From an optimization exercise on the open Yosys and OpenROAD flow, aimed at small area, a short achievable clock period and few clock cycles per item; shortcuts taken in it are not production practice.
Only simulation tests tie the RTL to the original design; equivalence was not proved.
Power figures rest on the tool's default switching activity, not on a simulated workload.

--- flow/config.mk ---
export PLATFORM = sky130hd
export DESIGN_NAME = ring_monitor
export DESIGN_NICKNAME = ring_monitor
export VERILOG_FILES = /design/flow/design.v
export SDC_FILE = /design/flow/constraint.sdc
export NUM_CORES = 4
export LEC_CHECK = 0
export CAP_MARGIN = 20
export CORE_MARGIN = 2
export CORE_UTILIZATION = 40
export PLACE_DENSITY = 0.6
export SLEW_MARGIN = 20
export BUFFER_PORTS_ARGS = -buffer_cell sky130_fd_sc_hd__buf_2
export SETUP_SLACK_MARGIN = 5.1
--- flow/constraint.sdc ---
create_clock -name core_clock -period 8.0 [get_ports {clk}]
set_input_delay 1.6000 -clock core_clock [delete_from_list [all_inputs] [get_ports {clk}]]
set_output_delay 1.6000 -clock core_clock [all_outputs]
set_load 0.01 [all_outputs]
--- flow/design.v ---
module ring_monitor #(
    parameter integer N    = 64,
    parameter integer IDXW = 6       
) (
    input  wire            clk,
    input  wire            rst,            
    input  wire            ev_valid,
    output wire            ev_ready,
    input  wire [3:0]      ev_code,
    input  wire            ev_party,       
    input  wire            ev_ring,        
    input  wire [7:0]      ev_index,       
    output reg             done,
    output wire            done_ok,        
    output reg  [IDXW:0]   done_count,     
    output reg             sig_rx,         
    output reg             rx_int_enable,  
    output reg             tx_kick,        
    output reg             reclaim_valid,  
    output wire [IDXW-1:0] reclaim_idx,
    output reg  [6:0]      viol,
    output reg  [15:0]     err_cnt
);
    localparam [3:0] EV_RING_ALLOC     = 4'h0;
    localparam [3:0] EV_RING_FREE      = 4'h1;
    localparam [3:0] EV_RX_HW_COMPLETE = 4'h2;
    localparam [3:0] EV_RX_ADVANCE     = 4'h3;
    localparam [3:0] EV_TX_SUBMIT      = 4'h4;
    localparam [3:0] EV_TX_HW_COMPLETE = 4'h5;
    localparam [3:0] EV_TX_DRAIN       = 4'h6;
    localparam [3:0] EV_RX_OVERRUN     = 4'h7;
    localparam [3:0] EV_TX_UNDERRUN    = 4'h8;
    localparam [3:0] EV_ACCESS         = 4'h9;
    localparam integer V_OWNERSHIP      = 0;
    localparam integer V_HW_NOT_OWNER   = 1;
    localparam integer V_SW_NOT_OWNER   = 2;
    localparam integer V_TX_UNRECLAIMED = 3;
    localparam integer V_NOT_ALLOCATED  = 4;
    localparam integer V_DOUBLE_ALLOC   = 5;
    localparam integer V_BAD_EVENT      = 6;
    localparam [IDXW-1:0] CUR0 = {IDXW{1'b1}};
    reg             v1;
    reg  [3:0]      code1;
    reg             party1;
    reg             ring1;
    reg  [IDXW-1:0] idx1;       
    reg             bad1;       
    reg             alloc;
    reg             rx_int_en;
    reg  [IDXW-1:0] rx_cur;     
    reg  [IDXW-1:0] hw_rx;
    reg             rx_wrap;    
    reg  [IDXW-1:0] tx_comp;
    reg  [IDXW-1:0] hw_tx;
    reg  [IDXW-1:0] tx_prod;
    reg             c_wrap;     
    reg             d_wrap;     
    reg             idle;       
    reg             umode;      
    reg             ufin;       
    reg             rst_q;
    assign ev_ready    = idle;
    assign done_ok     = tx_kick;
    assign reclaim_idx = tx_comp;
    wire go = v1 && idle;
    wire rx_eq   = (rx_cur == hw_rx);
    wire rx_none = rx_eq && !rx_wrap;         
    wire rx_all  = rx_eq &&  rx_wrap;         
    wire c_eq    = (tx_comp == hw_tx);
    wire d_eq    = (hw_tx == tx_prod);
    wire o_eq    = (tx_comp == tx_prod);
    wire c_none  = c_eq && !c_wrap;
    wire d_none  = d_eq && !d_wrap;
    wire d_all   = d_eq &&  d_wrap;
    wire o_full  = o_eq && !(c_none && d_none);    
    wire [IDXW-1:0] rx_cur_inc  = rx_cur + 1'b1;
    wire [IDXW-1:0] tx_comp_inc = tx_comp + 1'b1;
    wire [IDXW-1:0] ia   = ring1 ? hw_tx   : rx_cur;
    wire [IDXW-1:0] ib   = ring1 ? tx_prod : hw_rx;
    wire            iw   = ring1 ? d_wrap  : rx_wrap;
    wire            in_iv = (idx1 >= ia) ^ (idx1 >= ib) ^ iw;
    wire            owner = ring1 ? in_iv : !in_iv;
    wire            under1  = (code1 == EV_TX_UNDERRUN);
    wire [IDXW-1:0] s_end   = (!idle ? umode : under1) ? tx_prod : hw_tx;
    wire            s_last  = (tx_comp_inc == s_end);
    always @(posedge clk) begin
        rst_q <= rst;
        begin
            if (ev_ready) begin
                v1     <= ev_valid;
                code1  <= ev_code;
                party1 <= ev_party;
                ring1  <= ev_ring;
                idx1   <= ev_index[IDXW-1:0] - 1'b1;
                bad1   <= (ev_index[7:IDXW] != 0);
            end
            done          <= 1'b0;
            sig_rx        <= 1'b0;
            rx_int_enable <= 1'b0;
            tx_kick       <= 1'b0;
            reclaim_valid <= 1'b0;
            if (!idle) begin
                if (ufin) begin
                    tx_comp <= CUR0;
                    hw_tx   <= CUR0;
                    tx_prod <= CUR0;
                    c_wrap  <= 1'b0;
                    d_wrap  <= 1'b0;
                    done    <= 1'b1;
                    idle    <= 1'b1;
                end else begin
                    reclaim_valid <= 1'b1;
                    tx_comp       <= tx_comp_inc;
                    done_count    <= done_count + 1'b1;
                    if (s_last) begin
                        if (umode) begin
                            ufin <= 1'b1;
                        end else begin
                            done <= 1'b1;
                            idle <= 1'b1;
                        end
                    end
                end
            end else if (go) begin
                if (code1 > EV_ACCESS) begin
                    viol[V_BAD_EVENT] <= 1'b1;
                    done <= 1'b1;
                end else if (!alloc && code1 != EV_RING_ALLOC) begin
                    viol[V_NOT_ALLOCATED] <= 1'b1;
                    done_count <= {(IDXW+1){1'b0}};
                    done <= 1'b1;
                end else begin
                    case (code1)
                    EV_RING_ALLOC: begin
                        if (alloc) begin
                            viol[V_DOUBLE_ALLOC] <= 1'b1;
                        end else begin
                            rx_cur    <= CUR0;
                            hw_rx     <= CUR0;
                            rx_wrap   <= 1'b0;
                            tx_comp   <= CUR0;
                            hw_tx     <= CUR0;
                            tx_prod   <= CUR0;
                            c_wrap    <= 1'b0;
                            d_wrap    <= 1'b0;
                            rx_int_en <= 1'b1;
                            alloc     <= 1'b1;
                        end
                        done <= 1'b1;
                    end
                    EV_RING_FREE: begin
                        alloc     <= 1'b0;
                        rx_int_en <= 1'b0;
                        done      <= 1'b1;
                    end
                    EV_RX_HW_COMPLETE: begin
                        if (!rx_all) begin
                            hw_rx   <= hw_rx + 1'b1;
                            if (&hw_rx) rx_wrap <= 1'b1;
                            if (rx_int_en) begin
                                rx_int_en <= 1'b0;
                                sig_rx    <= 1'b1;
                            end
                        end else begin
                            viol[V_HW_NOT_OWNER] <= 1'b1;
                        end
                        done <= 1'b1;
                    end
                    EV_RX_ADVANCE: begin
                        if (rx_none) begin
                            viol[V_SW_NOT_OWNER] <= 1'b1;
                        end else begin
                            rx_cur  <= rx_cur_inc;
                            if (&rx_cur) rx_wrap <= 1'b0;
                            if (rx_cur_inc == hw_rx) begin
                                rx_int_en     <= 1'b1;
                                rx_int_enable <= 1'b1;
                            end else begin
                                sig_rx <= 1'b1;
                            end
                        end
                        done <= 1'b1;
                    end
                    EV_TX_SUBMIT: begin
                        if (d_all) begin
                        end else if (o_full) begin
                            viol[V_TX_UNRECLAIMED] <= 1'b1;
                        end else begin
                            tx_prod <= tx_prod + 1'b1;
                            if (&tx_prod) d_wrap <= 1'b1;
                            tx_kick <= 1'b1;
                        end
                        done <= 1'b1;
                    end
                    EV_TX_HW_COMPLETE: begin
                        if (!d_none) begin
                            hw_tx  <= hw_tx + 1'b1;
                            if (&hw_tx) begin
                                d_wrap <= 1'b0;
                                c_wrap <= 1'b1;
                            end
                        end else begin
                            viol[V_HW_NOT_OWNER] <= 1'b1;
                        end
                        done <= 1'b1;
                    end
                    EV_TX_DRAIN: begin
                        done_count <= {{IDXW{1'b0}}, !c_none};
                        c_wrap     <= 1'b0;
                        if (c_none) begin
                            done <= 1'b1;
                        end else begin
                            reclaim_valid <= 1'b1;
                            tx_comp       <= tx_comp_inc;
                            umode         <= 1'b0;
                            ufin          <= 1'b0;
                            if (s_last) done <= 1'b1;
                            else        idle <= 1'b0;
                        end
                    end
                    EV_RX_OVERRUN: begin
                        rx_cur    <= CUR0;
                        hw_rx     <= CUR0;
                        rx_wrap   <= 1'b0;
                        rx_int_en <= 1'b1;
                        err_cnt   <= err_cnt + 16'd1;
                        done      <= 1'b1;
                    end
                    EV_TX_UNDERRUN: begin
                        err_cnt <= err_cnt + 16'd1;
                        if (o_eq && !o_full) begin
                            tx_comp <= CUR0;
                            hw_tx   <= CUR0;
                            tx_prod <= CUR0;
                            c_wrap  <= 1'b0;
                            d_wrap  <= 1'b0;
                            done    <= 1'b1;
                        end else begin
                            reclaim_valid <= 1'b1;
                            tx_comp       <= tx_comp_inc;
                            umode         <= 1'b1;
                            ufin          <= s_last;
                            idle          <= 1'b0;
                        end
                    end
                    default: begin  
                        if (bad1)
                            viol[V_BAD_EVENT] <= 1'b1;
                        else if (party1 != owner)
                            viol[V_OWNERSHIP] <= 1'b1;
                        done <= 1'b1;
                    end
                    endcase
                end
            end
        end
        if (rst_q) begin
            alloc     <= 1'b0;
            rx_int_en <= 1'b0;
            viol      <= 7'd0;
            err_cnt   <= 16'd0;
        end
        if (rst) begin
            v1            <= 1'b0;
            idle          <= 1'b1;
            done          <= 1'b0;
            sig_rx        <= 1'b0;
            rx_int_enable <= 1'b0;
            tx_kick       <= 1'b0;
            reclaim_valid <= 1'b0;
        end
    end
endmodule
--- flow/flow/run.sh ---
#!/bin/bash
# Own layout flow: the standard layout (standard.sh), with two settings added to config.mk:
#  - port buffers of a plain buffer cell (sky130_fd_sc_hd__buf_2) instead of the delay buffer
#    the resizer picks by default; every input and output port still gets its own buffer;
#  - a larger setup slack margin for repair_timing, so that it aims at a shorter period.
# The clock period, constraints, synthesis, floorplan, power grid and tap cells are unchanged.
set -euo pipefail
cat >> config.mk <<'EOC'
export BUFFER_PORTS_ARGS = -buffer_cell sky130_fd_sc_hd__buf_2
export SETUP_SLACK_MARGIN = 5.1
EOC
bash standard.sh > standard.log 2>&1
--- flow/standard.sh ---
#!/bin/bash
# synth_recipe.tcl (not shown) runs the flow's synth.tcl, then flattens the netlist and writes it again
# the make line also repeats each setting of config.mk as NAME=value (left out here)
make -C /OpenROAD-flow-scripts/flow DESIGN_CONFIG=/design/flow/config.mk WORK_HOME=/design/flow/orfs CLKGATE_MAP_FILE= SYNTH_SCRIPT=/design/flow/synth_recipe.tcl "${@:-finish}"
==> impl_metrics.ini, run 1 <==
[run_status]
outcome = complete, no violations

[clock_network]
tritoncts.num_buffers = 9
htreeDepth = 3
cts_tree = yes
clkTransAtPathRegs_ns = 0.07
insertion_delay_ns = 0.35
cts_num_sinks = 88
cts_buffer_depth = 2
clk_tree_root_cell = sky130_fd_sc_hd__clkbuf_16

[grt]
antenna_found_initial = 0
grt_start_max_net_pins = 35
grt_use_total = 0.179
grt_overflow = 0
first_global_vias = 3870
global_route_wire_length_before_repair_um = 19900

[floorplan]
ioPinCount = 60
chipWidth_um = 119
initial_core_util = 0.415
area_of_the_die_um2 = 14100
die_h_um = 119
placeableCoreArea_um2 = 12700
num_rows = 41

[route]
vias = 4167
wl_um = 12500
first_iter_violations = 305
post_drt_via_cell_ratio = 5.36
drc = 0
wl_per_cell_um = 16.0
route.antenna.remaining_nets = 0
drt_first_pass_iters = 4

[synthesis]
synthesis.area_um2 = 5270
postSynthAreaPerCell_um2 = 9.59
synthesis.yosys.warnings = 1
synth_enable_flop_cells = 55
yosysSeqAreaShare = 0.438
postSynthCellCount = 550
postSynth.topFlopCell = sky130_fd_sc_hd__edfxtp_1
synthDistinctLibCells = 58
seq_cells_post_synth = 88
ys_async_sr_fraction = 0
postSynthNetCount = 589

[final_layout]
final_core_utilization = 0.478
post_layout_nonfiller_instances = 777
post_route_standard_cell_area_excluding_fillers_um2 = 6080
n_antenna_cell = 0
nets = 639
filler_cell_count = 1250
drive_gt1_frac = 0.172
syn_to_final_growth_pct = 15.3

[worst_setup_path]
critPathMaxFanout = 34
crit_end_element = output pin
critical_path.top_delay_family = flip-flops
worst_r2r_path_depth = 7
worst_r2r_startpoint = code1[3]
worst-endpoint-arrival_ns = 1.18
critical_path_cell_count = 2
worstSetupPathType = reg -> out
worstReg2RegEnd = tx_prod[3]
path_cells = buf_12 -> buf_2
worst_setup_path_start_kind = flop
critical_path.n_buffers_inverters = 2
worst_path_largest_cell_delay_ns = 0.42
reg2reg_slack_ns = 5.27
critical_path.slowest_cell = sky130_fd_sc_hd__dfxtp_2
required_ns = 6.40

[hold_path]
min_delay_worst_endpoint = rx_int_en
worstHoldStart = rx_int_en
worstHoldPathCells = 2
hold_path_class = reg -> reg

[sta]
setup_total_negative_slack_ns = 0
relSlewSlack = 0.306
clock-skew-final_ns = 0.00648
grt_setup_unrepaired = no
clock.fmax_ghz = 0.360
period_share = 0.348
timing.final.crit_period_ns = 2.78
hold_violations = 0
tightestPinTransition_ns = 1.03
final.hold.worst_slack_ns = 0.475
setup_violations = 0
timing.final.max_slew_violations = 0
layout_setup_ws_ns = 5.22

[pwr]
peakVddDrop_uv = 92.6
power.static_leakage_nw = 2.32
design_power_total_mw = 0.980
power_per_cell_area_nw_per_um2 = 161

[placement]
gp_routability_congestion = 0.888
numPlacedInstances = 748
placed_inst_area_um2 = 5650
detailed_place_hpwl_um = 9070
pre_cts_ws_ns = 4.86
port_buffers = 59

[flow_run]
maxCapViolations = 0
cells in the final DEF (no fill, tap or decap), types with 2 or more instances in the layout:
cell type,count
sky130_fd_sc_hd__nand2b_1,11
sky130_fd_sc_hd__nor2_1,47
sky130_fd_sc_hd__a31oi_1,9
sky130_fd_sc_hd__and2_1,6
sky130_fd_sc_hd__clkbuf_1,2
sky130_fd_sc_hd__inv_1,19
sky130_fd_sc_hd__nand3b_1,5
sky130_fd_sc_hd__nor3_2,2
sky130_fd_sc_hd__or3_1,6
sky130_fd_sc_hd__ha_1,22
sky130_fd_sc_hd__o21a_1,4
sky130_fd_sc_hd__a211oi_1,5
sky130_fd_sc_hd__mux2_2,2
sky130_fd_sc_hd__and3_1,12
sky130_fd_sc_hd__buf_4,13
sky130_fd_sc_hd__nor2b_1,9
sky130_fd_sc_hd__a22oi_1,2
sky130_fd_sc_hd__o21ai_0,20
sky130_fd_sc_hd__o21bai_1,2
sky130_fd_sc_hd__nor3_1,13
sky130_fd_sc_hd__inv_4,2
sky130_fd_sc_hd__buf_2,59
sky130_fd_sc_hd__nand4_1,9
sky130_fd_sc_hd__xnor2_1,33
sky130_fd_sc_hd__a2111oi_0,2
sky130_fd_sc_hd__nor3b_1,4
sky130_fd_sc_hd__nor4_1,3
sky130_fd_sc_hd__mux2i_1,16
sky130_fd_sc_hd__o32ai_1,2
sky130_fd_sc_hd__edfxtp_1,55
sky130_fd_sc_hd__xor2_1,37
sky130_fd_sc_hd__clkbuf_16,10
sky130_fd_sc_hd__dfxtp_1,32
sky130_fd_sc_hd__or2_2,2
sky130_fd_sc_hd__a21oi_1,22
sky130_fd_sc_hd__nand2_1,57
sky130_fd_sc_hd__nand3_1,18
flip-flops by register name (all words and copies together), names as in the netlist, 4 cells and up:
name        count
idx1            6
done_count      7
tx_prod         6
viol            7
code1           4
rx_cur          6
tx_comp         6
hw_rx           6
hw_tx           6
err_cnt        16
metal layers:
metal / global-route usage / vias up / wire length (um)
met5: 0 / - / 0
met4: 0.0625 / 0 / 201
met3: 0.0369 / 13 / 547
met2: 0.273 / 102 / 5640
met1: 0.253 / 2015 / 6070
li1: - / 2037 / -
synth_stat cells (all sizes together), types with 10 or more instances:
library cell   n  area [um2]
nor3          15        85.1
nand2b        11        68.8
xnor2         33         289
nand4         10        68.8
inv           19        71.3
nand2         57         214
nand3         18        90.1
clkbuf        28         105
a21oi         22         110
dfxtp         33         661
and3          12        75.1
xor2          37         324
nor2          48         180
o21ai         21         105
edfxtp        55        1650
mux2i         16         160
ha            22         275
kinds of logic after synthesis:
logic type                 synth area share
DFF                                   0.438
AOI/OAI and AO/OA                     0.103
adders and majority gates            0.0522
and+or+nand+nor                       0.204
muxes                                0.0389
buffers and inverters                0.0427
xor gates and xnor gates              0.121
cell type report:
cell class	count	area, um2	share of cell area
tap	172	215	0.0354
sequential	88	2310	0.381
multi-input combinational	408	2770	0.455
clock inverter	3	21.3	0.00350
timing repair buffer	74	420	0.0692
inverter	19	71.3	0.0117
clock buffer	13	272	0.0447
power breakdown:
group | internal, mW | leakage [nW] | switching, mW | total [mW]
clock | 0.239 | 0.146 | 0.180 | 0.419
combinational | 0.0283 | 1.39 | 0.0363 | 0.0646
sequential | 0.487 | 0.786 | 0.00907 | 0.496
total | 0.755 | 2.32 | 0.225 | 0.980
how the worst max path moves through the flow:
stage / from / end / slack, ns
finish: idle / ev_ready / 5.22
CTS: code1[1] / tx_prod[3] / 5.10
global route: code1[1] / tx_prod[3] / 5.13
detailed placement: code1[1] / tx_prod[5] / 4.86
global placement: code1[1] / tx_prod[4] / 5.02
floorplan: code1[3] / tx_prod[0] / 5.26
worst register-to-register path: stages (launching register included):
cell	delay, ns
sky130_fd_sc_hd__edfxtp_1	0.51
sky130_fd_sc_hd__nor2_1	0.31
sky130_fd_sc_hd__nand2_1	0.13
sky130_fd_sc_hd__ha_1	0.34
sky130_fd_sc_hd__a211oi_1	0.35
sky130_fd_sc_hd__a21oi_1	0.18
sky130_fd_sc_hd__nand2b_1	0.24
sky130_fd_sc_hd__a211oi_4	0.35
what timing repair did:
action / 4_1_cts / 5_1_grt
pin swaps: 0 / 2
setup endpoints to repair: 13 / 39
hold buffers: 0 / 0
resized for setup: 5 / 5
setup buffers: 0 / 13
Testbench counts, summed over its fixed seeds: cycles 35,524, events 32,000.
==> run 2: changes to the inputs <==
--- a/flow/flow/run.sh
+++ b/flow/flow/run.sh
@@ -7,6 +7,6 @@
 set -euo pipefail
 cat >> config.mk <<'EOC'
 export BUFFER_PORTS_ARGS = -buffer_cell sky130_fd_sc_hd__buf_2
-export SETUP_SLACK_MARGIN = 5.1
+export SETUP_SLACK_MARGIN = 5.2
 EOC
 bash standard.sh > standard.log 2>&1
--- a/flow/config.mk
+++ b/flow/config.mk
@@ -11,4 +11,4 @@
 export PLACE_DENSITY = 0.6
 export SLEW_MARGIN = 20
 export BUFFER_PORTS_ARGS = -buffer_cell sky130_fd_sc_hd__buf_2
-export SETUP_SLACK_MARGIN = 5.1
+export SETUP_SLACK_MARGIN = 5.2
==> impl_metrics.ini, run 2 <==
[sta]
hold_violations = 0
period_share = 0.339
timing.final.max_slew_violations = 0
clock.fmax_ghz = 0.369
final.hold.worst_slack_ns = 0.477
setup_total_negative_slack_ns = 0
relSlewSlack = 0.304
setup_violations = 0
timing.final.crit_period_ns = 2.71
grt_setup_unrepaired = no
clock-skew-final_ns = 0.00628
tightestPinTransition_ns = 1.03

[route]
drt_first_pass_iters = 4
post_drt_via_cell_ratio = 5.40
drc = 0
first_iter_violations = 328
wl_um = 12800
vias = 4211
wl_per_cell_um = 16.4
route.antenna.remaining_nets = 0

[grt]
globalRouteMet1Util = 0.253
globalRouteMet3Util = 0.0388
antenna_found_initial = 0
top_usage_layer = met2
first_global_vias = 3902
grt_start_max_net_pins = 35
grt_use_total = 0.181
grt_use_met2 = 0.277
global_route_wire_length_before_repair_um = 20100
grt_overflow = 0

[synthesis]
post-synth-top-area-fraction = 0.313
synthesis.area_um2 = 5270
yosys.area.top_type = sky130_fd_sc_hd__edfxtp_1
yosysSeqAreaShare = 0.438
ys_async_sr_fraction = 0
synthesis.yosys.warnings = 1
postSynthCellCount = 550
synth_enable_flop_cells = 55
synthDistinctLibCells = 58
synth.top_cells.by_area = sky130_fd_sc_hd__edfxtp_1 31%, sky130_fd_sc_hd__dfxtp_1 13%, sky130_fd_sc_hd__xor2_1 6.1%, sky130_fd_sc_hd__xnor2_1 5.5%, sky130_fd_sc_hd__ha_1 5.2%
postSynthNetCount = 589
synthTopCellsByCount = 57 x sky130_fd_sc_hd__nand2_1, 55 x sky130_fd_sc_hd__edfxtp_1, 48 x sky130_fd_sc_hd__nor2_1
seq_cells_post_synth = 88
postSynth.topFlopCell = sky130_fd_sc_hd__edfxtp_1
postSynthAreaPerCell_um2 = 9.59
synth.most_common_cell = sky130_fd_sc_hd__nand2_1

[worst_setup_path]
required_ns = 8.08
worst_setup_path_start_kind = flop
worst_r2r_startpoint = code1[3]
worst-endpoint-arrival_ns = 2.79
cp-startpoint = code1[3]
worst_r2r_path_depth = 7
critPathMaxFanout = 7
worstReg2RegEnd = ufin
worstSetupPathType = reg -> reg
worst_setup_path_endpoint = ufin
crit_end_element = flop
reg2reg_slack_ns = 5.29

[pwr]
switching_share = 0.230
peakVddDrop_uv = 89.8
power_per_cell_area_nw_per_um2 = 160
power_frac_comb = 0.068
power_switching_mw = 0.225
power.static_leakage_nw = 2.34
reg_power_frac = 0.505
clockPowerShare = 0.427
p_int_mw = 0.755

[final_layout]
layout.cells.most_common_list = 60 x sky130_fd_sc_hd__buf_2, 57 x sky130_fd_sc_hd__nand2_1, 55 x sky130_fd_sc_hd__edfxtp_1
nets = 642
syn_to_final_growth_pct = 16.1
drive_gt1_frac = 0.178
largest_register_ffs = 16
largestRegisters = err_cnt: 16 flops, done_count: 7 flops, viol: 7 flops
commonest_non_fill_non_tap_cell_in_the_layout = sky130_fd_sc_hd__buf_2
n_antenna_cell = 0
top_register = err_cnt

[floorplan]
num_rows = 41
chipWidth_um = 119
initial_core_util = 0.415
placeableCoreArea_um2 = 12700
area_of_the_die_um2 = 14100
die_h_um = 119
ioPinCount = 60

[clock_network]
tritoncts.num_buffers = 9
clk_tree_root_cell = sky130_fd_sc_hd__clkbuf_16
cts_hold_repair.buffers = 0
cts_tree = yes
insertion_delay_ns = 0.35
htreeDepth = 3
clkTransAtPathRegs_ns = 0.07
cts_num_sinks = 88
cts_buffer_depth = 2

[flow_run]
maxCapViolations = 0

[hold_path]
hold_path_class = reg -> reg

[placement]
gp_routability_congestion = 0.888
port_buffers = 59
detailed_place_hpwl_um = 9070

[run_status]
outcome = complete, no violations
==> run 2: worst max-delay path: stages, from the launching register on <==
cell                       delay, ns
sky130_fd_sc_hd__edfxtp_1       0.49
sky130_fd_sc_hd__buf_4          0.21
sky130_fd_sc_hd__or4b_4         0.22
sky130_fd_sc_hd__inv_1          0.08
sky130_fd_sc_hd__mux2i_1        0.59
sky130_fd_sc_hd__mux4_2         0.63
sky130_fd_sc_hd__nand4_1        0.14
sky130_fd_sc_hd__o21bai_1       0.07
==> run 2: power by group through the flow <==
stage	Sequential [mW]	Combinational, mW	Clock [mW]
4_1_cts	0.497	0.0601	0.426
5_1_grt	0.496	0.0750	0.442
3_5_place_dp	0.508	0.0563	0
3_3_place_gp	0.508	0.0552	0
2_1_floorplan	0.502	0.0440	0
6_report	0.495	0.0665	0.419
==> run 2: cell type report <==
| class | instances | area, um2 |
|---|---|---|
| tap | 172 | 215 |
| sequential | 88 | 2320 |
| inverter | 19 | 71.3 |
| clock inverter | 3 | 21.3 |
| clock buffer | 13 | 272 |
| multi-input combinational | 408 | 2770 |
| fill | 1246 | 6600 |
| timing repair buffer | 77 | 458 |
==> run 2: how the worst min path moves through the flow <==
stage / startpoint / end / slack, ns / depth (start not counted)
global route: rx_int_en / rx_int_en / 0.50 / 2
floorplan: rx_int_en / rx_int_en / 0.43 / 2
CTS: rx_int_en / rx_int_en / 0.48 / 2
global placement: viol[1] / viol[1] / 0.45 / 2
finish: rx_int_en / rx_int_en / 0.48 / 2
detailed placement: rx_int_en / rx_int_en / 0.47 / 2
==> run 2: timing repair <==
action | in CTS | in global routing
hold endpoints to repair | 0 | 0
cloned | 0 | 1
setup endpoints to repair | 22 | 31
pin swaps | 1 | 2
gates resized for setup | 8 | 4
buffers inserted | 3 | 12
==> run 2: logic make-up after synthesis <==
group / count (synthesis) / synth area share
xor gates and xnor gates: 71 / 0.121
adders and majority gates: 22 / 0.0522
buffers and inverters: 54 / 0.0427
and+or+nand+nor: 213 / 0.204
DFF: 88 / 0.438
AOI/OAI and AO/OA: 83 / 0.103
muxes: 19 / 0.0389
==> run 2: per-layer routing <==
| layer | vias up | part of all wire |
|---|---|---|
| met5 | - | 0 |
| met4 | 0 | 0.017 |
| met3 | 18 | 0.051 |
| met2 | 127 | 0.45 |
| met1 | 2022 | 0.48 |
| li1 | 2044 | - |
==> run 2: metrics by stage <==
step | utilization | power [mW] | cell area (um2) | setup WS (ns) | instances
after floorplan | - | 0.546 | 5270 | 5.26 | 550
final | 0.481 | 0.980 | 6120 | 5.29 | 780
after detailed placement | 0.444 | 0.564 | 5650 | 4.86 | 748
after global routing | 0.481 | 1.01 | 6120 | 5.20 | 780
after CTS | 0.471 | 0.983 | 5990 | 5.21 | 767
after global placement | 0.444 | 0.563 | 5650 | 5.02 | 748
==> run 3: changes to the inputs <==
--- a/flow/flow/run.sh
+++ b/flow/flow/run.sh
@@ -7,6 +7,7 @@
 set -euo pipefail
 cat >> config.mk <<'EOC'
 export BUFFER_PORTS_ARGS = -buffer_cell sky130_fd_sc_hd__buf_2
-export SETUP_SLACK_MARGIN = 5.2
+export SETUP_SLACK_MARGIN = 5.3
+export CTS_ARGS = -sink_clustering_enable -repair_clock_nets -dont_use_dummy_load
 EOC
 bash standard.sh > standard.log 2>&1
--- a/flow/config.mk
+++ b/flow/config.mk
@@ -11,4 +11,5 @@
 export PLACE_DENSITY = 0.6
 export SLEW_MARGIN = 20
 export BUFFER_PORTS_ARGS = -buffer_cell sky130_fd_sc_hd__buf_2
-export SETUP_SLACK_MARGIN = 5.2
+export SETUP_SLACK_MARGIN = 5.3
+export CTS_ARGS = -sink_clustering_enable -repair_clock_nets -dont_use_dummy_load
==> impl_metrics.ini, run 3 <==
[placement]
numPlacedInstances = 748
detailed_place_hpwl_um = 9160
port_buffers = 59
pre_cts_ws_ns = 5.09
gp_routability_congestion = 0.875
placed_inst_area_um2 = 5650

[pwr]
peakVddDrop_uv = 79.7
p_int_mw = 0.715
clockPowerShare = 0.386
design_power_total_mw = 0.917
power.static_leakage_nw = 2.35
power_per_cell_area_nw_per_um2 = 149
power_frac_comb = 0.075
reg_power_frac = 0.540
power_switching_mw = 0.202
switching_share = 0.220

[grt]
grt_overflow = 0
grt_use_total = 0.183
grt_start_max_net_pins = 35
first_global_vias = 3998
antenna_found_initial = 0
global_route_wire_length_before_repair_um = 20400

[floorplan]
placeableCoreArea_um2 = 12700
area_of_the_die_um2 = 14100
chipWidth_um = 119
num_rows = 41
die_h_um = 119
ioPinCount = 60
initial_core_util = 0.415

[run_status]
outcome = complete, no violations

[route]
drc = 0
post_drt_via_cell_ratio = 5.46
vias = 4261
wl_um = 12800
first_iter_violations = 305
drt_first_pass_iters = 5
route.antenna.remaining_nets = 0
wl_per_cell_um = 16.4

[worst_setup_path]
critical_path_cell_count = 1
cp-startpoint = tx_comp[2]
crit_end_element = output pin
worst_setup_path_start_kind = flop
worstSetupPathType = reg -> out
worst_r2r_path_depth = 6
path_cells = buf_2
worst-endpoint-arrival_ns = 1.07
worst_setup_path_endpoint = reclaim_idx[2]
worst_path_largest_cell_delay_ns = 0.52
critical_path.slowest_cell = sky130_fd_sc_hd__edfxtp_1
critPathMaxFanout = 6
reg2reg_slack_ns = 5.43
worst_r2r_startpoint = hw_tx[5]
worstReg2RegEnd = tx_prod[5]
critical_path.top_delay_family = flip-flops
critical_path.n_buffers_inverters = 1
required_ns = 6.40

[final_layout]
largestRegisters = err_cnt: 16 flops, done_count: 7 flops, viol: 7 flops
final_core_utilization = 0.482
commonest_non_fill_non_tap_cell_in_the_layout = sky130_fd_sc_hd__buf_2
post_layout_nonfiller_instances = 781
filler_cell_count = 1256
post_route_standard_cell_area_excluding_fillers_um2 = 6140
n_antenna_cell = 0
syn_to_final_growth_pct = 16.4
largest_register_ffs = 16
top_register = err_cnt
layout.cells.most_common_list = 60 x sky130_fd_sc_hd__buf_2, 57 x sky130_fd_sc_hd__nand2_1, 55 x sky130_fd_sc_hd__edfxtp_1
nets = 650
drive_gt1_frac = 0.189

[synthesis]
share_of_the_synthesized_area_in_compound_gates_ao_oa_aoi_oai = 0.103
synth.top_cells.by_area = sky130_fd_sc_hd__edfxtp_1 31%, sky130_fd_sc_hd__dfxtp_1 13%, sky130_fd_sc_hd__xor2_1 6.1%, sky130_fd_sc_hd__xnor2_1 5.5%, sky130_fd_sc_hd__ha_1 5.2%
synthesis.yosys.warnings = 1
post-synth-top-area-fraction = 0.313
post_synth_and_or_nand_nor_area_fraction = 0.204
synthesis.area_um2 = 5270
postSynthAreaPerCell_um2 = 9.59
yosys.area.top_type = sky130_fd_sc_hd__edfxtp_1
synthTopCellsByCount = 57 x sky130_fd_sc_hd__nand2_1, 55 x sky130_fd_sc_hd__edfxtp_1, 48 x sky130_fd_sc_hd__nor2_1
synthDistinctLibCells = 58
largest_family_of_logic_cells_by_synthesized_area = simple AND/OR/NAND/NOR gates
postSynth.topFlopCell = sky130_fd_sc_hd__edfxtp_1
post_synth_xor_area_fraction = 0.121
seq_cells_post_synth = 88
post_synth_fa_ha_maj_area_fraction = 0.0522
synthMuxAreaShare = 0.0389
postSynthNetCount = 589
synth_enable_flop_cells = 55
postSynthCellCount = 550
synth.most_common_cell = sky130_fd_sc_hd__nand2_1
yosysSeqAreaShare = 0.438
ys_async_sr_fraction = 0

[clock_network]
cts_buffer_depth = 2
insertion_delay_ns = 0.35
clk_tree_root_cell = sky130_fd_sc_hd__clkbuf_16
cts_hold_repair.buffers = 0
cts_tree = yes
cts_num_sinks = 88
tritoncts.num_buffers = 9
clkTransAtPathRegs_ns = 0.06
htreeDepth = 3

[sta]
timing.final.crit_period_ns = 2.67
clock.fmax_ghz = 0.375
final.hold.worst_slack_ns = 0.473
layout_setup_ws_ns = 5.33
grt_setup_unrepaired = no
setup_violations = 0
timing.final.max_slew_violations = 0
hold_violations = 0
tightestPinTransition_ns = 0.974
relSlewSlack = 0.344
period_share = 0.334
clock-skew-final_ns = 0.0126
setup_total_negative_slack_ns = 0

[hold_path]
hold_path_class = reg -> reg

[flow_run]
maxCapViolations = 0
-- run 3: cell families after synthesis --
group,after synthesis
muxes,19
adders and majority gates,22
and+or+nand+nor,213
buffers and inverters,54
AOI/OAI and AO/OA,83
xor gates and xnor gates,71
DFF,88
-- run 3: worst min-delay path by stage --
stage / endpoint / from / cells past startpoint
after floorplan: rx_int_en / rx_int_en / 2
after global placement: viol[1] / viol[1] / 2
after detailed placement: rx_int_en / rx_int_en / 2
after CTS: rx_int_en / rx_int_en / 2
after global routing: rx_int_en / rx_int_en / 2
final: rx_int_en / rx_int_en / 2
-- run 3: per-layer routing --
metal / GRT usage / vias to the layer above / share of wire
met5: 0 / - / 0
met4: 0.0714 / 0 / 0.018
met3: 0.0330 / 18 / 0.042
met2: 0.282 / 106 / 0.46
met1: 0.254 / 2083 / 0.48
li1: - / 2054 / -
-- run 3: power by group through the flow --
stage | combinational [mW] | sequential, mW | clock (mW)
after detailed placement | 0.0560 | 0.508 | 0
after floorplan | 0.0441 | 0.502 | 0
after global placement | 0.0550 | 0.508 | 0
final | 0.0683 | 0.495 | 0.354
after global routing | 0.0760 | 0.495 | 0.376
after CTS | 0.0577 | 0.498 | 0.362
-- run 3: what timing repair did --
item,4_1_cts,5_1_grt
setup buffers,3,20
resized for setup,7,9
pin swaps,1,2
gates cloned,0,1
setup endpoints to repair,35,38
-- run 3: final cells by class --
cell class                      count  area [um2]  area share
Tap cell                          172         215      0.0351
Inverter                           19        71.3      0.0116
Timing Repair Buffer               85         515      0.0840
Multi-Input combinational cell    408        2800       0.455
Clock buffer                        9         225      0.0367
Sequential cell                    88        2320       0.377
==> run 4: changes to the inputs <==
--- a/flow/flow/run.sh
+++ b/flow/flow/run.sh
@@ -8,6 +8,5 @@
 cat >> config.mk <<'EOC'
 export BUFFER_PORTS_ARGS = -buffer_cell sky130_fd_sc_hd__buf_2
 export SETUP_SLACK_MARGIN = 5.3
-export CTS_ARGS = -sink_clustering_enable -repair_clock_nets -dont_use_dummy_load
 EOC
 bash standard.sh > standard.log 2>&1
--- a/flow/config.mk
+++ b/flow/config.mk
@@ -12,4 +12,3 @@
 export SLEW_MARGIN = 20
 export BUFFER_PORTS_ARGS = -buffer_cell sky130_fd_sc_hd__buf_2
 export SETUP_SLACK_MARGIN = 5.3
-export CTS_ARGS = -sink_clustering_enable -repair_clock_nets -dont_use_dummy_load
==> impl_metrics.ini, run 4 <==
[hold_path]
min_delay_worst_endpoint = rx_int_en
worstHoldPathCells = 2
hold_path_class = reg -> reg
worstHoldStart = rx_int_en

[synthesis]
postSynth.topFlopCell = sky130_fd_sc_hd__edfxtp_1
postSynthNetCount = 589
yosysSeqAreaShare = 0.438
postSynthAreaPerCell_um2 = 9.59
synth_enable_flop_cells = 55
synthTopCellsByCount = 57 x sky130_fd_sc_hd__nand2_1, 55 x sky130_fd_sc_hd__edfxtp_1, 48 x sky130_fd_sc_hd__nor2_1
postSynthCellCount = 550
synthesis.area_um2 = 5270
yosys.area.top_type = sky130_fd_sc_hd__edfxtp_1
synth.top_cells.by_area = sky130_fd_sc_hd__edfxtp_1 31%, sky130_fd_sc_hd__dfxtp_1 13%, sky130_fd_sc_hd__xor2_1 6.1%, sky130_fd_sc_hd__xnor2_1 5.5%, sky130_fd_sc_hd__ha_1 5.2%
seq_cells_post_synth = 88
ys_async_sr_fraction = 0
synthDistinctLibCells = 58
synthesis.yosys.warnings = 1
synth.most_common_cell = sky130_fd_sc_hd__nand2_1
post-synth-top-area-fraction = 0.313

[worst_setup_path]
worst_path_largest_cell_delay_ns = 0.52
reg2reg_slack_ns = 5.42
worst_r2r_path_depth = 7
worstSetupPathType = reg -> out
critical_path.slowest_cell = sky130_fd_sc_hd__edfxtp_1
worst_r2r_startpoint = code1[2]
required_ns = 6.40
worstReg2RegEnd = err_cnt[11]
critPathMaxFanout = 6
worst_setup_path_start_kind = flop
path_cells = buf_2
critical_path.n_buffers_inverters = 1
critical_path.top_delay_family = flip-flops
worst-endpoint-arrival_ns = 1.07
crit_end_element = output pin

[sta]
setup_violations = 0
clock-skew-final_ns = 0.00678
timing.final.max_slew_violations = 0
hold_violations = 0
tightestPinTransition_ns = 0.960
setup_total_negative_slack_ns = 0
relSlewSlack = 0.353
final.hold.worst_slack_ns = 0.471
clock.fmax_ghz = 0.375
period_share = 0.333
grt_setup_unrepaired = no
layout_setup_ws_ns = 5.33
timing.final.crit_period_ns = 2.67

[floorplan]
initial_core_util = 0.415
ioPinCount = 60
area_of_the_die_um2 = 14100
die_h_um = 119
chipWidth_um = 119
placeableCoreArea_um2 = 12700
num_rows = 41

[route]
first_iter_violations = 305
route.antenna.remaining_nets = 0
drc = 0
wl_um = 12900
drt_first_pass_iters = 5
post_drt_via_cell_ratio = 5.39
vias = 4251
wl_per_cell_um = 16.3

[clock_network]
clkTransAtPathRegs_ns = 0.06
htreeDepth = 3
cts_tree = yes
cts_buffer_depth = 2
clk_tree_root_cell = sky130_fd_sc_hd__clkbuf_16
tritoncts.num_buffers = 9
insertion_delay_ns = 0.35
cts_num_sinks = 88

[pwr]
peakVddDrop_uv = 98.1
design_power_total_mw = 1.02
power_per_cell_area_nw_per_um2 = 164
power.static_leakage_nw = 2.40

[final_layout]
post_layout_nonfiller_instances = 788
largest_register_ffs = 16
drive_gt1_frac = 0.196
syn_to_final_growth_pct = 18.3
final_core_utilization = 0.490
top_register = err_cnt
commonest_non_fill_non_tap_cell_in_the_layout = sky130_fd_sc_hd__buf_2
largestRegisters = err_cnt: 16 flops, done_count: 7 flops, viol: 7 flops
nets = 650
layout.cells.most_common_list = 60 x sky130_fd_sc_hd__buf_2, 57 x sky130_fd_sc_hd__nand2_1, 55 x sky130_fd_sc_hd__edfxtp_1
post_route_standard_cell_area_excluding_fillers_um2 = 6240
n_antenna_cell = 0

[placement]
placed_inst_area_um2 = 5650
numPlacedInstances = 748
port_buffers = 59
gp_routability_congestion = 0.875
detailed_place_hpwl_um = 9160
pre_cts_ws_ns = 5.09

[grt]
global_route_wire_length_before_repair_um = 20500
grt_use_total = 0.182
first_global_vias = 3998
grt_overflow = 0
grt_start_max_net_pins = 35
antenna_found_initial = 0

[run_status]
outcome = complete, no violations

[flow_run]
maxCapViolations = 0
==> run 4: cell count changes in the layout (fill, tap and decap cells not counted), sizes merged <==
cell / previous run / this run
clkbuf: 11 / 16
clkinv: 0 / 2
==> run 4: worst max path at each step <==
stage,start,end,slack (ns),depth (start not counted)
finish,tx_comp[2],reclaim_idx[2],5.33,1
global route,code1[2],err_cnt[7],5.30,7
CTS,idle,ev_ready,5.11,2
detailed placement,code1[2],tx_comp[5],5.09,6
global placement,code1[1],err_cnt[11],5.24,7
floorplan,code1[3],tx_prod[0],5.46,9
==> run 4: area by class of cell <==
class / count / area, um2
Fill cell: 1237 / 6480
Multi-Input combinational cell: 408 / 2780
Sequential cell: 88 / 2320
Timing Repair Buffer: 85 / 515
Clock buffer: 14 / 328
Tap cell: 172 / 215
Inverter: 19 / 71.3
Clock inverter: 2 / 12.5
==> run 4: kinds of logic (layout without fill, tap and decap cells) <==
kind of cell               after synthesis  in the layout  synth area share
xor gates and xnor gates                71             71             0.121
adders and majority gates               22             22            0.0522
muxes                                   19             19            0.0389
buffers and inverters                   54            120            0.0427
and+or+nand+nor                        213            213             0.204
DFF                                     88             88             0.438
AOI/OAI and AO/OA                       83             83             0.103
==> run 4: report_power, final <==
part	internal (mW)	switching [mW]	leakage, nW	total [mW]
registers	0.487	0.00747	0.787	0.494
clock network	0.284	0.176	0.168	0.459
logic	0.0297	0.0384	1.44	0.0682
total	0.800	0.221	2.40	1.02
==> run 4: repair_timing <==
| item | in CTS | in global routing |
|---|---|---|
| gates resized for setup | 7 | 7 |
| pin swaps | 1 | 2 |
| hold buffers | 0 | 0 |
| buffers inserted | 3 | 20 |
| cloned | 0 | 1 |
| setup endpoints to repair | 35 | 38 |
==> run 4: metal layers <==
metal  part of all wire  routed length, um  vias up  track usage
met5                  0                  0        -            0
met4              0.013                170        0       0.0580
met3              0.050                648       14       0.0417
met2               0.46               5910      114        0.278
met1               0.48               6130     2061        0.257
li1                   -                  -     2062            -
==> run 5: changes to the inputs <==
--- a/flow/flow/run.sh
+++ b/flow/flow/run.sh
@@ -8,5 +8,6 @@
 cat >> config.mk <<'EOC'
 export BUFFER_PORTS_ARGS = -buffer_cell sky130_fd_sc_hd__buf_2
 export SETUP_SLACK_MARGIN = 5.3
+export CTS_ARGS = -sink_clustering_enable -repair_clock_nets -dont_use_dummy_load -buf_list sky130_fd_sc_hd__clkbuf_8
 EOC
 bash standard.sh > standard.log 2>&1
--- a/flow/config.mk
+++ b/flow/config.mk
@@ -12,3 +12,4 @@
 export SLEW_MARGIN = 20
 export BUFFER_PORTS_ARGS = -buffer_cell sky130_fd_sc_hd__buf_2
 export SETUP_SLACK_MARGIN = 5.3
+export CTS_ARGS = -sink_clustering_enable -repair_clock_nets -dont_use_dummy_load -buf_list sky130_fd_sc_hd__clkbuf_8
==> impl_metrics.ini, run 5 <==
[floorplan]
ioPinCount = 60
area_of_the_die_um2 = 14100
chipWidth_um = 119
num_rows = 41
die_h_um = 119
placeableCoreArea_um2 = 12700
initial_core_util = 0.415

[worst_setup_path]
worst_path_largest_cell_delay_ns = 0.49
critical_path.n_buffers_inverters = 1
worstSetupPathType = reg -> out
crit_end_element = output pin
worst_r2r_path_depth = 6
critical_path.slowest_cell = sky130_fd_sc_hd__edfxtp_1
worst_setup_path_start_kind = flop
worst-endpoint-arrival_ns = 1.05
path_cells = buf_2
critical_path_cell_count = 1
required_ns = 6.40
critical_path.top_delay_family = flip-flops
critPathMaxFanout = 4

[route]
wl_per_cell_um = 16.5
route.antenna.remaining_nets = 0
post_drt_via_cell_ratio = 5.40
vias = 4255
wl_um = 13000
drt_first_pass_iters = 6
first_iter_violations = 238
drc = 0

[clock_network]
cts_buffer_depth = 2
cts_hold_repair.buffers = 0
insertion_delay_ns = 0.38
tritoncts.num_buffers = 9
cts_num_sinks = 88
htreeDepth = 3
clkTransAtPathRegs_ns = 0.09
clk_tree_root_cell = sky130_fd_sc_hd__clkbuf_8
cts_tree = yes

[pwr]
power_switching_mw = 0.191
p_int_mw = 0.617
design_power_total_mw = 0.808
power.static_leakage_nw = 2.33
power_per_cell_area_nw_per_um2 = 133
switching_share = 0.236
peakVddDrop_uv = 70.3
clockPowerShare = 0.303
power_frac_comb = 0.086
reg_power_frac = 0.610

[hold_path]
hold_path_class = reg -> reg
worstHoldPathCells = 2

[synthesis]
yosysSeqAreaShare = 0.438
synthTopCellsByCount = 57 x sky130_fd_sc_hd__nand2_1, 55 x sky130_fd_sc_hd__edfxtp_1, 48 x sky130_fd_sc_hd__nor2_1
synthDistinctLibCells = 58
postSynthAreaPerCell_um2 = 9.59
seq_cells_post_synth = 88
post-synth-top-area-fraction = 0.313
synthesis.yosys.warnings = 1
postSynth.topFlopCell = sky130_fd_sc_hd__edfxtp_1
synth_enable_flop_cells = 55
synthesis.area_um2 = 5270
ys_async_sr_fraction = 0
postSynthCellCount = 550
postSynthNetCount = 589
synth.top_cells.by_area = sky130_fd_sc_hd__edfxtp_1 31%, sky130_fd_sc_hd__dfxtp_1 13%, sky130_fd_sc_hd__xor2_1 6.1%, sky130_fd_sc_hd__xnor2_1 5.5%, sky130_fd_sc_hd__ha_1 5.2%
yosys.area.top_type = sky130_fd_sc_hd__edfxtp_1
synth.most_common_cell = sky130_fd_sc_hd__nand2_1

[run_status]
outcome = complete, no violations

[final_layout]
commonest_non_fill_non_tap_cell_in_the_layout = sky130_fd_sc_hd__buf_2
syn_to_final_growth_pct = 15.3
n_antenna_cell = 0
top_register = err_cnt
layout.cells.most_common_list = 60 x sky130_fd_sc_hd__buf_2, 57 x sky130_fd_sc_hd__nand2_1, 55 x sky130_fd_sc_hd__edfxtp_1
largestRegisters = err_cnt: 16 flops, done_count: 7 flops, viol: 7 flops
post_route_standard_cell_area_excluding_fillers_um2 = 6080
drive_gt1_frac = 0.198
largest_register_ffs = 16
nets = 657

[placement]
detailed_place_hpwl_um = 9160
placed_inst_area_um2 = 5650
port_buffers = 59
pre_cts_ws_ns = 5.09
gp_routability_congestion = 0.875

[grt]
antenna_found_initial = 0
grt_use_total = 0.187
global_route_wire_length_before_repair_um = 20800
grt_start_max_net_pins = 35
grt_overflow = 0
first_global_vias = 4070

[sta]
hold_violations = 0
timing.final.max_slew_violations = 0
timing.final.crit_period_ns = 2.65
grt_setup_unrepaired = no
clock-skew-final_ns = 0.0225
relSlewSlack = 0.315
layout_setup_ws_ns = 5.35
setup_total_negative_slack_ns = 0
final.hold.worst_slack_ns = 0.472
tightestPinTransition_ns = 1.02
period_share = 0.332
setup_violations = 0
clock.fmax_ghz = 0.377

[flow_run]
maxCapViolations = 0
-- run 5: changes by cell type in the layout (fill, tap and decap cells not counted), sizes merged --
| cell | previous run | this run |
|---|---|---|
| buf | 83 | 90 |
| clkbuf | 16 | 11 |
| clkinv | 2 | 0 |
-- run 5: cells by family after synthesis --
family / Yosys count / synth area share
muxes: 19 / 0.0389
DFF: 88 / 0.438
buffers and inverters: 54 / 0.0427
and+or+nand+nor: 213 / 0.204
AOI/OAI and AO/OA: 83 / 0.103
adders and majority gates: 22 / 0.0522
xor gates and xnor gates: 71 / 0.121
-- run 5: worst paths after layout --
path | slack [ns] | end | from
setup / recovery | 5.35 | reclaim_idx[0] | tx_comp[0]
hold / removal | 0.47 | rx_int_en | rx_int_en
setup reg to reg | 5.43 | tx_prod[5] | hw_tx[5]
hold reg to reg | 0.47 | rx_int_en | rx_int_en
-- run 5: routing by layer --
metal,vias to the layer above,share of wire,global-route usage
met5,-,0,0
li1,2065,-,-
met2,117,0.45,0.282
met4,0,0.017,0.0699
met1,2054,0.48,0.263
met3,19,0.048,0.0398
-- run 5: power groups by stage --
stage	sequential, mW	clock (mW)	combinational [mW]
2_1_floorplan	0.502	0	0.0441
3_3_place_gp	0.508	0	0.0550
3_5_place_dp	0.508	0	0.0560
4_1_cts	0.495	0.253	0.0619
5_1_grt	0.494	0.267	0.0774
6_report	0.493	0.245	0.0697
-- run 5: layout make-up --
cell class	count	area [um2]
clock buffer	9	124
fill	1278	6640
inverter	19	71.3
multi-input combinational	408	2790
sequential	88	2320
tap	172	215
timing repair buffer	92	568
-- run 5: repair_timing --
action | in CTS | in global routing
setup buffers | 13 | 17
gates cloned | 0 | 1
setup endpoints to repair | 39 | 35
pin swaps | 1 | 2
resized for setup | 6 | 8
-- run 5: metrics by stage --
| stage | instances | utilization |
|---|---|---|
| finish | 788 | 0.478 |
| detailed placement | 748 | 0.444 |
| floorplan | 550 | - |
| global placement | 748 | 0.444 |
| CTS | 770 | 0.463 |
| global route | 788 | 0.478 |
==> run 6: changes to the inputs <==
--- a/flow/flow/run.sh
+++ b/flow/flow/run.sh
@@ -6,7 +6,7 @@
 # The clock period, constraints, synthesis, floorplan, power grid and tap cells are unchanged.
 set -euo pipefail
 cat >> config.mk <<'EOC'
-export BUFFER_PORTS_ARGS = -buffer_cell sky130_fd_sc_hd__buf_2
+export BUFFER_PORTS_ARGS = -buffer_cell sky130_fd_sc_hd__buf_1
 export SETUP_SLACK_MARGIN = 5.3
 export CTS_ARGS = -sink_clustering_enable -repair_clock_nets -dont_use_dummy_load -buf_list sky130_fd_sc_hd__clkbuf_8
 EOC
--- a/flow/config.mk
+++ b/flow/config.mk
@@ -10,6 +10,6 @@
 export CORE_UTILIZATION = 40
 export PLACE_DENSITY = 0.6
 export SLEW_MARGIN = 20
-export BUFFER_PORTS_ARGS = -buffer_cell sky130_fd_sc_hd__buf_2
+export BUFFER_PORTS_ARGS = -buffer_cell sky130_fd_sc_hd__buf_1
 export SETUP_SLACK_MARGIN = 5.3
 export CTS_ARGS = -sink_clustering_enable -repair_clock_nets -dont_use_dummy_load -buf_list sky130_fd_sc_hd__clkbuf_8
==> impl_metrics.ini, run 6 <==
[clock_network]
clk_tree_root_cell = sky130_fd_sc_hd__clkbuf_8
tritoncts.num_buffers = 9
insertion_delay_ns = 0.37
clkTransAtPathRegs_ns = 0.08
cts_num_sinks = 88
cts_hold_repair.buffers = 0
cts_buffer_depth = 2
htreeDepth = 3
cts_tree = yes

[sta]
relSlewSlack = 0.341
grt_setup_unrepaired = yes
tightestPinTransition_ns = 0.981
layout_setup_ws_ns = 5.33
timing.final.max_slew_violations = 0
clock.fmax_ghz = 0.374
setup_violations = 0
setup_total_negative_slack_ns = 0
period_share = 0.334
hold_violations = 0
clock-skew-final_ns = 0.0214
timing.final.crit_period_ns = 2.67

[final_layout]
largestRegisters = err_cnt: 16 flops, done_count: 7 flops, viol: 7 flops
drive_gt1_frac = 0.0887
post_route_standard_cell_area_excluding_fillers_um2 = 5960
nets = 650
top_register = err_cnt
n_antenna_cell = 0
largest_register_ffs = 16
syn_to_final_growth_pct = 12.9
commonest_non_fill_non_tap_cell_in_the_layout = sky130_fd_sc_hd__buf_1
post_layout_nonfiller_instances = 781
layout.cells.most_common_list = 59 x sky130_fd_sc_hd__buf_1, 57 x sky130_fd_sc_hd__nand2_1, 55 x sky130_fd_sc_hd__edfxtp_1

[synthesis]
yosys.area.top_type = sky130_fd_sc_hd__edfxtp_1
ys_async_sr_fraction = 0
synth.most_common_cell = sky130_fd_sc_hd__nand2_1
synthDistinctLibCells = 58
synthesis.yosys.warnings = 1
synth_enable_flop_cells = 55
postSynthNetCount = 589
seq_cells_post_synth = 88
post-synth-top-area-fraction = 0.313
yosysSeqAreaShare = 0.438
postSynthCellCount = 550
postSynthAreaPerCell_um2 = 9.59
postSynth.topFlopCell = sky130_fd_sc_hd__edfxtp_1
synthTopCellsByCount = 57 x sky130_fd_sc_hd__nand2_1, 55 x sky130_fd_sc_hd__edfxtp_1, 48 x sky130_fd_sc_hd__nor2_1
synthesis.area_um2 = 5270
synth.top_cells.by_area = sky130_fd_sc_hd__edfxtp_1 31%, sky130_fd_sc_hd__dfxtp_1 13%, sky130_fd_sc_hd__xor2_1 6.1%, sky130_fd_sc_hd__xnor2_1 5.5%, sky130_fd_sc_hd__ha_1 5.2%

[floorplan]
initial_core_util = 0.415
ioPinCount = 60
chipWidth_um = 119
die_h_um = 119
num_rows = 41
area_of_the_die_um2 = 14100
placeableCoreArea_um2 = 12700

[worst_setup_path]
required_ns = 6.40
worst_setup_path_start_kind = flop
path_cells = buf_1
critPathMaxFanout = 6
worst_path_largest_cell_delay_ns = 0.52
crit_end_element = output pin
critical_path.top_delay_family = flip-flops
worst-endpoint-arrival_ns = 1.07
worst_r2r_startpoint = code1[0]
critical_path.slowest_cell = sky130_fd_sc_hd__edfxtp_1
critical_path.n_buffers_inverters = 1
worstSetupPathType = reg -> out
cp-startpoint = tx_comp[0]

[grt]
global_route_wire_length_before_repair_um = 20300
antenna_found_initial = 0
first_global_vias = 3990
grt_overflow = 0
grt_use_total = 0.181
grt_start_max_net_pins = 35

[route]
met3WireLength_um = 630
drc = 0
wl_um = 12600
met2_wirelength_um = 5760
drt_first_pass_iters = 5
top_layer_used = met4
vias = 4209
wl_per_cell_um = 16.2
post_drt_via_cell_ratio = 5.39
route.antenna.remaining_nets = 0
first_iter_violations = 290
drt-met1-wl_um = 5980

[placement]
gp_routability_congestion = 0.875
numPlacedInstances = 748
pre_cts_ws_ns = 5.10
port_buffers = 59
detailed_place_hpwl_um = 9070
placed_inst_area_um2 = 5580

[pwr]
peakVddDrop_uv = 95.3
power.static_leakage_nw = 2.09
power_per_cell_area_nw_per_um2 = 135
design_power_total_mw = 0.806

[hold_path]
hold_path_class = reg -> reg
worstHoldStart = rx_int_en

[flow_run]
maxCapViolations = 0

[run_status]
outcome = complete, no violations
-- run 6: repair_timing --
| action | CTS | global route |
|---|---|---|
| endpoints found under the setup margin | 28 | 35 |
| pin swaps | 0 | 2 |
| setup buffers | 11 | 12 |
| resized for setup | 7 | 5 |
| cloned | 0 | 1 |
-- run 6: cell families after synthesis --
kind of cell,share of synthesized area
compound gates,0.103
mux,0.0389
buf+inv,0.0427
simple gates,0.204
fa+ha+maj,0.0522
xor+xnor,0.121
flops,0.438
-- run 6: area by class of cell --
class / instances / area (um2)
timing repair buffer: 85 / 457
tap: 172 / 215
multi-input combinational: 408 / 2770
sequential: 88 / 2320
clock buffer: 9 / 124
fill: 1262 / 6770
inverter: 19 / 71.3
-- run 6: path summary, 6_finish.rpt --
kind | end | slack (ns) | cells after the start
worst max-delay path | reclaim_idx[0] | 5.33 | 1
worst min-delay path | rx_int_en | 0.47 | 2
worst max register to register | err_cnt[6] | 5.44 | 8
worst min register to register | rx_int_en | 0.47 | 2
-- run 6: per-stage QoR --
step / utilization / hold slack, ns
finish: 0.468 / 0.469
global route: 0.468 / 0.485
CTS: 0.456 / 0.470
detailed placement: 0.438 / 0.455
global placement: 0.438 / 0.455
floorplan: - / 0.434
-- run 6: report_power, final --
part           switching [mW]  total [mW]  internal, mW
combinational          0.0391      0.0678        0.0287
clock                   0.145       0.246         0.101
sequential            0.00656       0.493         0.486
-- run 6: per-layer routing --
layer,global-route usage,vias up
li1,-,2046
met1,0.247,2032
met2,0.284,115
met3,0.0335,16
met4,0.0729,0
met5,0,-
==> run 7: changes to the inputs <==
--- a/flow/design.v
+++ b/flow/design.v
@@ -78,7 +78,7 @@
     wire [IDXW-1:0] ia   = ring1 ? hw_tx   : rx_cur;
     wire [IDXW-1:0] ib   = ring1 ? tx_prod : hw_rx;
     wire            iw   = ring1 ? d_wrap  : rx_wrap;
-    wire            in_iv = (idx1 >= ia) ^ (idx1 >= ib) ^ iw;
+    wire            in_iv = (idx1 > ia) ^ (idx1 > ib) ^ iw;
     wire            owner = ring1 ? in_iv : !in_iv;
     wire            under1  = (code1 == EV_TX_UNDERRUN);
     wire [IDXW-1:0] s_end   = (!idle ? umode : under1) ? tx_prod : hw_tx;
@@ -91,7 +91,7 @@
                 code1  <= ev_code;
                 party1 <= ev_party;
                 ring1  <= ev_ring;
-                idx1   <= ev_index[IDXW-1:0] - 1'b1;
+                idx1   <= ev_index[IDXW-1:0];
                 bad1   <= (ev_index[7:IDXW] != 0);
             end
             done          <= 1'b0;
==> impl_metrics.ini, run 7 <==
[run_status]
outcome = complete, no violations

[final_layout]
final_core_utilization = 0.474
n_antenna_cell = 0
layout.cells.most_common_list = 58 x sky130_fd_sc_hd__buf_1, 55 x sky130_fd_sc_hd__edfxtp_1, 53 x sky130_fd_sc_hd__nand2_1
syn_to_final_growth_pct = 14.6
drive_gt1_frac = 0.113
post_layout_nonfiller_instances = 767
sequential_cell_area_um2 = 2320
post_route_standard_cell_area_excluding_fillers_um2 = 6030
commonest_non_fill_non_tap_cell_in_the_layout = sky130_fd_sc_hd__buf_1
multi_input_comb_area_um2 = 2780
largestRegisters = err_cnt: 16 flops, done_count: 7 flops, viol: 7 flops
nets = 635
largest_register_ffs = 16
top_register = err_cnt
filler_cell_count = 1273

[clock_network]
clk_tree_root_cell = sky130_fd_sc_hd__clkbuf_8
clkTransAtPathRegs_ns = 0.08
insertion_delay_ns = 0.38
cts_buffer_depth = 2
tritoncts.num_buffers = 9
cts_num_sinks = 88
cts_tree = yes
htreeDepth = 3

[route]
first_iter_violations = 192
wl_per_cell_um = 16.6
post_drt_via_cell_ratio = 5.45
vias = 4177
route.antenna.remaining_nets = 0
drc = 0
drt_first_pass_iters = 5
wl_um = 12800

[floorplan]
ioPinCount = 60
chipWidth_um = 119
initial_core_util = 0.413
die_h_um = 119
num_rows = 41
placeableCoreArea_um2 = 12700
area_of_the_die_um2 = 14100

[grt]
grt_overflow = 0
top_usage_layer = met2
grt_use_met2 = 0.282
globalRouteMet1Util = 0.255
grt_use_total = 0.184
globalRouteMet3Util = 0.0381
global_route_wire_length_before_repair_um = 20700
first_global_vias = 4014
antenna_found_initial = 0
grt_start_max_net_pins = 27

[sta]
hold_violations = 0
clock.fmax_ghz = 0.378
clock-skew-final_ns = 0.0195
relSlewSlack = 0.286
grt_setup_unrepaired = no
period_share = 0.331
timing.final.max_slew_violations = 0
setup_total_negative_slack_ns = 0
final.hold.worst_slack_ns = 0.455
setup_violations = 0
layout_setup_ws_ns = 5.36
timing.final.crit_period_ns = 2.64
tightestPinTransition_ns = 1.06

[synthesis]
postSynthCellCount = 528
synthesis.area_um2 = 5260
synthDistinctLibCells = 63
yosysSeqAreaShare = 0.440
postSynthAreaPerCell_um2 = 9.96
synth.most_common_cell = sky130_fd_sc_hd__edfxtp_1
seq_cells_post_synth = 88
postSynthNetCount = 566
ys_async_sr_fraction = 0
synthTopCellsByCount = 55 x sky130_fd_sc_hd__edfxtp_1, 53 x sky130_fd_sc_hd__nand2_1, 50 x sky130_fd_sc_hd__xor2_1
yosys.area.top_type = sky130_fd_sc_hd__edfxtp_1
synth_enable_flop_cells = 55
synth.top_cells.by_area = sky130_fd_sc_hd__edfxtp_1 31%, sky130_fd_sc_hd__dfxtp_1 13%, sky130_fd_sc_hd__xor2_1 8.3%, sky130_fd_sc_hd__ha_1 5.0%, sky130_fd_sc_hd__nand2_1 3.8%
post-synth-top-area-fraction = 0.314
postSynth.topFlopCell = sky130_fd_sc_hd__edfxtp_1
synthesis.yosys.warnings = 1

[flow_run]
maxCapViolations = 0

[pwr]
power.static_leakage_nw = 2.20
peakVddDrop_uv = 107
power_per_cell_area_nw_per_um2 = 131
design_power_total_mw = 0.792

[placement]
pre_cts_ws_ns = 5.03
port_buffers = 59
placed_inst_area_um2 = 5570
gp_routability_congestion = 0.962
numPlacedInstances = 726
detailed_place_hpwl_um = 8900

[worst_setup_path]
critPathMaxFanout = 12
worst-endpoint-arrival_ns = 1.04
worst_setup_path_start_kind = flop
required_ns = 6.40
crit_end_element = output pin
worstSetupPathType = reg -> out

[hold_path]
hold_path_class = reg -> reg
-- run 7: worst max-delay path, stage by stage (launching register included) --
cell                      delay, ns
sky130_fd_sc_hd__dfxtp_4       0.40
sky130_fd_sc_hd__buf_12        0.15
sky130_fd_sc_hd__buf_2         0.13
-- run 7: layer usage --
metal | up-vias | routed length [um]
met3 | 21 | 630
met4 | 0 | 276
met5 | - | 0
met1 | 2011 | 6010
met2 | 123 | 5850
li1 | 2022 | -
-- run 7: path summary, 6_finish.rpt --
path,slack [ns],start,endpoint,cells past startpoint
worst max register to register,5.46,code1[1],rx_cur[5],5
worst min-delay path,0.45,viol[3],viol[3],2
worst max-delay path,5.36,idle,ev_ready,2
worst min register to register,0.45,viol[3],viol[3],2
-- run 7: final cells by class --
cell class / count / area share
multi-input cells: 389 / 0.462
flip-flops and latches: 88 / 0.384
repair buffers: 92 / 0.0868
well taps: 172 / 0.0357
clock buffers: 9 / 0.0206
inverters: 17 / 0.0106
-- run 7: cell families after synthesis --
| group | Yosys count | synth area share |
|---|---|---|
| xor+xnor | 76 | 0.137 |
| buf+inv | 51 | 0.0395 |
| mux | 16 | 0.0309 |
| compound gates | 75 | 0.0999 |
| flops | 88 | 0.440 |
| fa+ha+maj | 21 | 0.0500 |
| simple gates | 201 | 0.203 |
-- run 7: what timing repair did --
item | CTS | global route
setup buffers | 13 | 17
gates resized for setup | 10 | 6
pin swaps | 1 | 2
setup endpoints to repair | 42 | 44
cloned | 1 | 1
hold buffers | 0 | 0
-- run 7: report_power, final --
| group | internal, mW | leakage [nW] | switching, mW |
|---|---|---|---|
| Combinational | 0.0249 | 1.35 | 0.0296 |
| Clock | 0.101 | 0.0647 | 0.143 |
| Sequential | 0.485 | 0.787 | 0.00962 |
Testbench counts of run 7, summed over its fixed seeds: cycles 35,524, events 32,000.

[static timing again, ports no longer ideal]
Ports are ideal in the flow. The routed layouts listed here were re-timed in OpenROAD. Step 1: set_driving_cell puts a clkbuf_16 on clk and a buf_2 on each other input, an assumption about the parent block. Step 2, shift: input delay + t, output delay - t, t = (earliest + latest rising clock arrival at the registers) / 2. This alone moves slack from input paths to output paths. Three values: ideal, step 1, step 2; two values: the first two.
| run | shift t [ns] | setup WS [ns] | hold WS [ns] | worst setup path after step 2 |
|---|---|---|---|---|
| run 1 | 0.388 | 5.220 / 5.180 / 5.266 | 0.475 / 0.475 / 0.475 | register to register |
| run 2 | 0.388 | 5.288 / 5.255 / 5.288 | 0.477 / 0.477 / 0.477 | register to register |
| run 3 | 0.384 | 5.330 / 5.287 / 5.370 | 0.473 / 0.473 / 0.473 | input to register |
| run 4 | 0.388 | 5.335 / 5.292 / 5.371 | 0.471 / 0.471 / 0.471 | input to register |
| run 5 | 0.404 | 5.346 / 5.309 / 5.371 | 0.472 / 0.472 / 0.472 | input to register |
| run 6 | 0.398 | 5.327 / 5.290 / 5.397 | 0.469 / 0.469 / 0.469 | input to register |
| run 7 | 0.402 | 5.356 / 5.320 / 5.362 | 0.455 / 0.455 / 0.455 | input to register |
After both steps every run listed still meets setup and hold.
